This is an optimization exercise on Yosys and OpenROAD, whose aim is small area, not a production implementation. Function was checked by simulation only, so behaviour that the tests miss may differ from the original.

Setup of garnet:
==> module vig_permcore, before the edit <==
module vig_permcore (
    input  wire       clk,
    input  wire       rst,         
    input  wire       in_valid,
    input  wire [1:0] in_op,       
    input  wire [7:0] in_data,
    input  wire [7:0] in_key,
    output wire       in_ready,
    output reg        out_valid,
    output wire [7:0] out_data,
    input  wire       out_ready,
    output reg        pvalid
);
    localparam OP_SEED      = 2'd0;
    localparam OP_SEED_LAST = 2'd1;
    localparam OP_ENC       = 2'd2;
    localparam OP_DEC       = 2'd3;
    function automatic [31:0] add;
        input [31:0] a;
        input [31:0] b;
        input        cin;
        integer n;
        reg c;
        begin
            c = cin;
            for (n = 0; n < 32; n = n + 1) begin
                add[n] = a[n] ^ b[n] ^ c;
                c = (a[n] & b[n]) | (a[n] & c) | (b[n] & c);
            end
        end
    endfunction
    reg        busy;        
    reg        start;       
    reg        fin;         
    reg        bld;         
    reg        bwd;         
    reg        hashing;     
    reg [15:0] h;           
    reg [15:0] s0;          
    reg [15:0] sf;          
    reg [7:0]  k;           
    reg [1:0]  ph;          
    reg [7:0]  r;           
    reg [7:0]  p;           
    reg [7:0]  key;         
    wire [15:0] s = (bwd ^ start) ? s0 : sf;
    assign in_ready = !busy && (!out_valid || out_ready);
    wire in_fire  = in_valid && in_ready && !rst;
    wire out_fire = out_valid && out_ready;
    assign out_data = p;
    wire [15:0] hh     = hashing ? h : 16'd5381;
    wire [31:0] h33    = add({11'd0, hh, 5'd0}, {16'd0, hh}, 1'b0);
    wire [31:0] h_sum  = add(h33, {24'd0, in_data}, 1'b0);
    wire [15:0] h_next = h_sum[15:0];
    wire        fw  = !bwd;
    wire [31:0] a1  = add({14'd0, s, fw ? 2'b11 : 2'b01}, {16'd0, s} ^ {32{bwd}}, 1'b1);
    wire [31:0] a2  = add({9'd0, a1[18:0], fw ? 4'b1110 : 4'b0011}, {13'd0, a1[18:0]} ^ {32{fw}}, fw);
    wire [31:0] gw  = add({6'd0, a2[21:0], 4'b1110}, {10'd0, a2[21:0]}, 1'b0);
    wire [15:0] mc  = bwd ? {gw[8:0], 6'b111111, gw[25]} : a2[15:0];
    wire [15:0] mb  = bwd ? gw[24:9] : {9'd0, a2[22:16]};
    wire [31:0] md  = add({16'd0, mc}, ~{16'd0, mb}, 1'b1);
    wire [31:0] mr  = add({16'd0, md[15:0]}, 32'd0, md[16]);               
    wire [15:0] sn  = mr[15:0];
    wire [7:0]  byt  = (bwd && ph[1]) ? key : s[7:0];
    wire [3:0]  nib  = ph[0] ? byt[3:0] : byt[7:4];
    wire        big  = (k[7:4] != 4'd0) || (k[3:0] == 4'hf);    
    wire [7:0]  r_in = {r[7:4], r[3:0] | ({4{ph == 2'd1 && big}} & byt[7:4])};
    reg  [7:0]  q;
    reg  [31:0] t;
    integer b;
    always @* begin
        q = r_in;
        for (b = 3; b >= 0; b = b - 1) begin
            t = add({23'd0, q, nib[b]}, {23'd0, 1'b1, ~k}, 1'b0);    
            q = t[9] ? t[7:0] : {q[6:0], nib[b]};
        end
    end
    wire [7:0] j    = q;
    wire       hit  = (p == k) || (p == j);
    wire [7:0] p_tr = hit ? (p ^ k ^ j) : p;
    wire [31:0] pk  = add({24'd0, p}, {24'd0, key ^ {8{!bwd}}}, !bwd);   
    wire last_ph = (ph == 2'd3);
    wire k_end   = bwd ? (k == 8'd255) : (k == 8'd1);
    wire [7:0] k_nx = bwd ? k + 8'd1 : k - 8'd1;
    always @(posedge clk) begin
        if (rst) begin
            busy      <= 1'b0;
            start     <= 1'b0;
            fin       <= 1'b0;
            hashing   <= 1'b0;
            pvalid    <= 1'b0;
            out_valid <= 1'b0;
        end else begin
            if (out_fire) out_valid <= 1'b0;
            if (in_fire) begin
                if (in_op == OP_SEED) begin
                    h       <= h_next;
                    hashing <= 1'b1;
                end else begin
                    busy  <= 1'b1;
                    start <= 1'b1;
                    bld   <= (in_op == OP_SEED_LAST);
                    bwd   <= (in_op == OP_ENC);
                    k     <= (in_op == OP_ENC) ? 8'd1 : 8'd255;
                    ph    <= (in_op == OP_ENC) ? 2'd0 : 2'd1;
                    r     <= 8'd0;
                    p     <= in_data;
                    key   <= in_key;
                    if (in_op == OP_SEED_LAST) begin
                        s0      <= h_next;
                        hashing <= 1'b0;
                    end
                end
            end
            if (start) begin
                start <= 1'b0;
                if (bwd) begin
                    s0  <= sn;
                    key <= s[7:0];
                    p   <= pk[7:0];
                end else
                    sf  <= sn;
            end else if (fin) begin
                fin  <= 1'b0;
                busy <= 1'b0;
                if (bld) begin
                    pvalid <= 1'b1;
                end else begin
                    out_valid <= 1'b1;
                    if (!bwd) p <= pk[7:0];
                end
            end else if (busy) begin
                r  <= last_ph ? 8'd0 : q;
                ph <= ph + 2'd1;
                if (ph[0] && !(last_ph && k_end)) begin
                    if (bwd) s0 <= sn;
                    else     sf <= sn;
                end
                if (bwd && last_ph) key <= s[7:0];
                if (last_ph) begin
                    p <= p_tr;
                    if (k_end)
                        fin <= 1'b1;
                    else begin
                        k  <= k_nx;
                        ph <= (k_nx[7:4] != 4'd0 || k_nx[3:0] == 4'hf) ? 2'd1 : 2'd0;
                    end
                end
            end
        end
    end
endmodule
Settings: LEC_CHECK=0, ABC_AREA=1, CAP_MARGIN=20, CORE_MARGIN=2, CORE_UTILIZATION=50, PLACE_DENSITY=0.65, SLEW_MARGIN=20; clock period 55.0 ns.
standard.sh (not shown) runs the stock make flow with config.mk's settings and CLKGATE_MAP_FILE= SYNTH_SCRIPT=/design/flow/synth_recipe.tcl, a recipe that flattens the netlist after the stock synthesis.
==> flow/flow/run.sh <==
#!/bin/bash
# Own layout flow.
# 1. the standard synthesis, unchanged.
# 2. Full adders flipped where that saves inversions (a full adder with every input
#    and output inverted computes the same), then the combinational logic, except the
#    full adder cells, re-mapped by Yosys and ABC for area; every register keeps its
#    instance name, cell and connections.
# 3. the standard layout of that netlist, with the smallest buffer on the ports
#    and a clock tree of small buffers without dummy loads.
# Each tool writes its full output to a log file here.
set -euo pipefail
res=orfs/results/sky130hd/vig_permcore/base
lib=$FLOW_HOME/platforms/sky130hd/lib/sky130_fd_sc_hd__tt_025C_1v80.lib

bash standard.sh synth > synth.log 2>&1

python3 flow/mklib.py "$lib" comb.lib > mklib.log 2>&1
cp "$res/1_2_yosys.v" standard_1_2_yosys.v
python3 flow/faflip.py standard_1_2_yosys.v flipped.v > faflip.log 2>&1
# ABC's deep synthesis is randomized: four seeds, the smallest result kept
for seed in 1 2 3 4; do
  sed "s/&deepsyn -T 60/\&deepsyn -T 60 -S $seed/" flow/abc_area.script > abc_$seed.script
  cat > reopt_$seed.ys <<EOY
read_liberty -lib $lib
read_liberty -overwrite comb.lib
read_verilog flipped.v
hierarchy -top $FLOW_TOP
flatten
opt -purge
abc -liberty comb.lib -script abc_$seed.script
setundef -zero
hilomap -singleton -hicell sky130_fd_sc_hd__conb_1 HI -locell sky130_fd_sc_hd__conb_1 LO
splitnets
opt_clean -purge
rename -hide w:*.*
opt_clean -purge
stat -liberty $lib
write_verilog -noattr -nohex -nodec reopt_$seed.v
EOY
  yosys -l reopt_$seed.log -s reopt_$seed.ys > /dev/null 2>&1 &
done
wait
best=$(for seed in 1 2 3 4; do
  area=$(grep 'Chip area' reopt_$seed.log 2>/dev/null | tail -1 | awk '{print $NF}' || true)
  if [ -n "$area" ] && [ -s reopt_$seed.v ]; then echo "$area $seed"; fi
done | sort -g | head -1 | awk '{print $2}')
echo "kept seed $best" > reopt_choice.log
cp reopt_$best.v reopt.v
cp reopt.v "$res/1_2_yosys.v"
touch "$res/1_2_yosys.v"

bash standard.sh finish \
  BUFFER_PORTS_ARGS="-buffer_cell sky130_fd_sc_hd__buf_1" \
  CTS_ARGS="-sink_clustering_enable -repair_clock_nets -dont_use_dummy_load -buf_list {sky130_fd_sc_hd__clkbuf_4 sky130_fd_sc_hd__clkbuf_8}" \
  > layout.log 2>&1
Other scripts of this flow, unchanged in this note and not shown: flow/flow/abc_area.script, flow/flow/faflip.py, flow/flow/mklib.py
Here is what was changed in the inputs of yarrow compared with garnet.
-- flow/design.v --
<<< garnet, line 36
    reg        bwd;         
    reg        hashing;     
    reg [15:0] h;           
    reg [15:0] s0;          
    reg [15:0] sf;          
>>> yarrow, line 36
    reg        bwd;         
    reg        hashing;     
    reg [15:0] s0;          
    reg [15:0] sf;          
<<< garnet, line 49
    wire out_fire = out_valid && out_ready;
    assign out_data = p;
    wire [15:0] hh     = hashing ? h : 16'd5381;
    wire [31:0] h33    = add({11'd0, hh, 5'd0}, {16'd0, hh}, 1'b0);
    wire [31:0] h_sum  = add(h33, {24'd0, in_data}, 1'b0);
    wire [15:0] h_next = h_sum[15:0];
>>> yarrow, line 48
    wire out_fire = out_valid && out_ready;
    assign out_data = p;
    wire [15:0] h      = hashing ? s0 : 16'd5381;
    wire [31:0] h33    = add({11'd0, h, 5'd0}, {16'd0, h}, 1'b0);
    wire [31:0] h_sum  = add(h33, {24'd0, in_data}, 1'b0);
    wire [15:0] h_next = h_sum[15:0];
<<< garnet, line 95
            if (in_fire) begin
                if (in_op == OP_SEED) begin
                    h       <= h_next;
                    hashing <= 1'b1;
                end else begin
>>> yarrow, line 94
            if (in_fire) begin
                if (in_op == OP_SEED) begin
                    s0      <= h_next;
                    hashing <= 1'b1;
                end else begin
Results
yarrow finished every stage and its layout cleared the timing, DRC and antenna checks.
Diff garnet -> yarrow | total number of vias | down by a few percent
As far as number of design rule violations left after detail routing is concerned, yarrow and garnet perform about the same.
yarrow ended up with nor2b_1 as its critical-path cell with the highest stage delay; garnet ended up with buf_1.
Diff garnet -> yarrow | tap cell instance count | decrease of 1.8%
garnet gets by with more registers than yarrow.
yarrow against garnet: fraction of area in registers lower; tightest slew margin relative to the limit increased 1.8 points; via count of the first global-routing pass now smaller.

static timing again, ports no longer ideal:
In the flow no input, the clock included, has a driving cell. The finished layouts below were timed again as built, in two steps. Step 1 (the two cells are an assumption about what drives the block):
set clk [get_ports {clk}]
set_driving_cell -lib_cell sky130_fd_sc_hd__clkbuf_16 $clk
set_driving_cell -lib_cell sky130_fd_sc_hd__buf_2 [delete_from_list [all_inputs] $clk]
Step 2 times the ports against the registers' clock, not the clock port: input delays grow and output delays shrink by t, the midpoint of the rising clock arrivals with the driver on. a / b / c = ideal / step 1 / step 2; a / b = the first two.
run	t (ns)	slack for setup (ns)	worst hold slack (ns)	worst setup path at the end	worst register clock-pin slew, ns
garnet	0.399	32.556 / 32.525 / 32.525	0.477 / 0.477 / 0.477	input to output	0.09 / 0.09
yarrow	0.393	32.604 / 32.583 / 32.583	0.488 / 0.488 / 0.488	input to output	0.08 / 0.08
After both steps setup and hold are still met in every run listed. The setup slack of garnet, which loses most, moves by -0.031 ns with the drivers and by -0.031 ns with both steps.
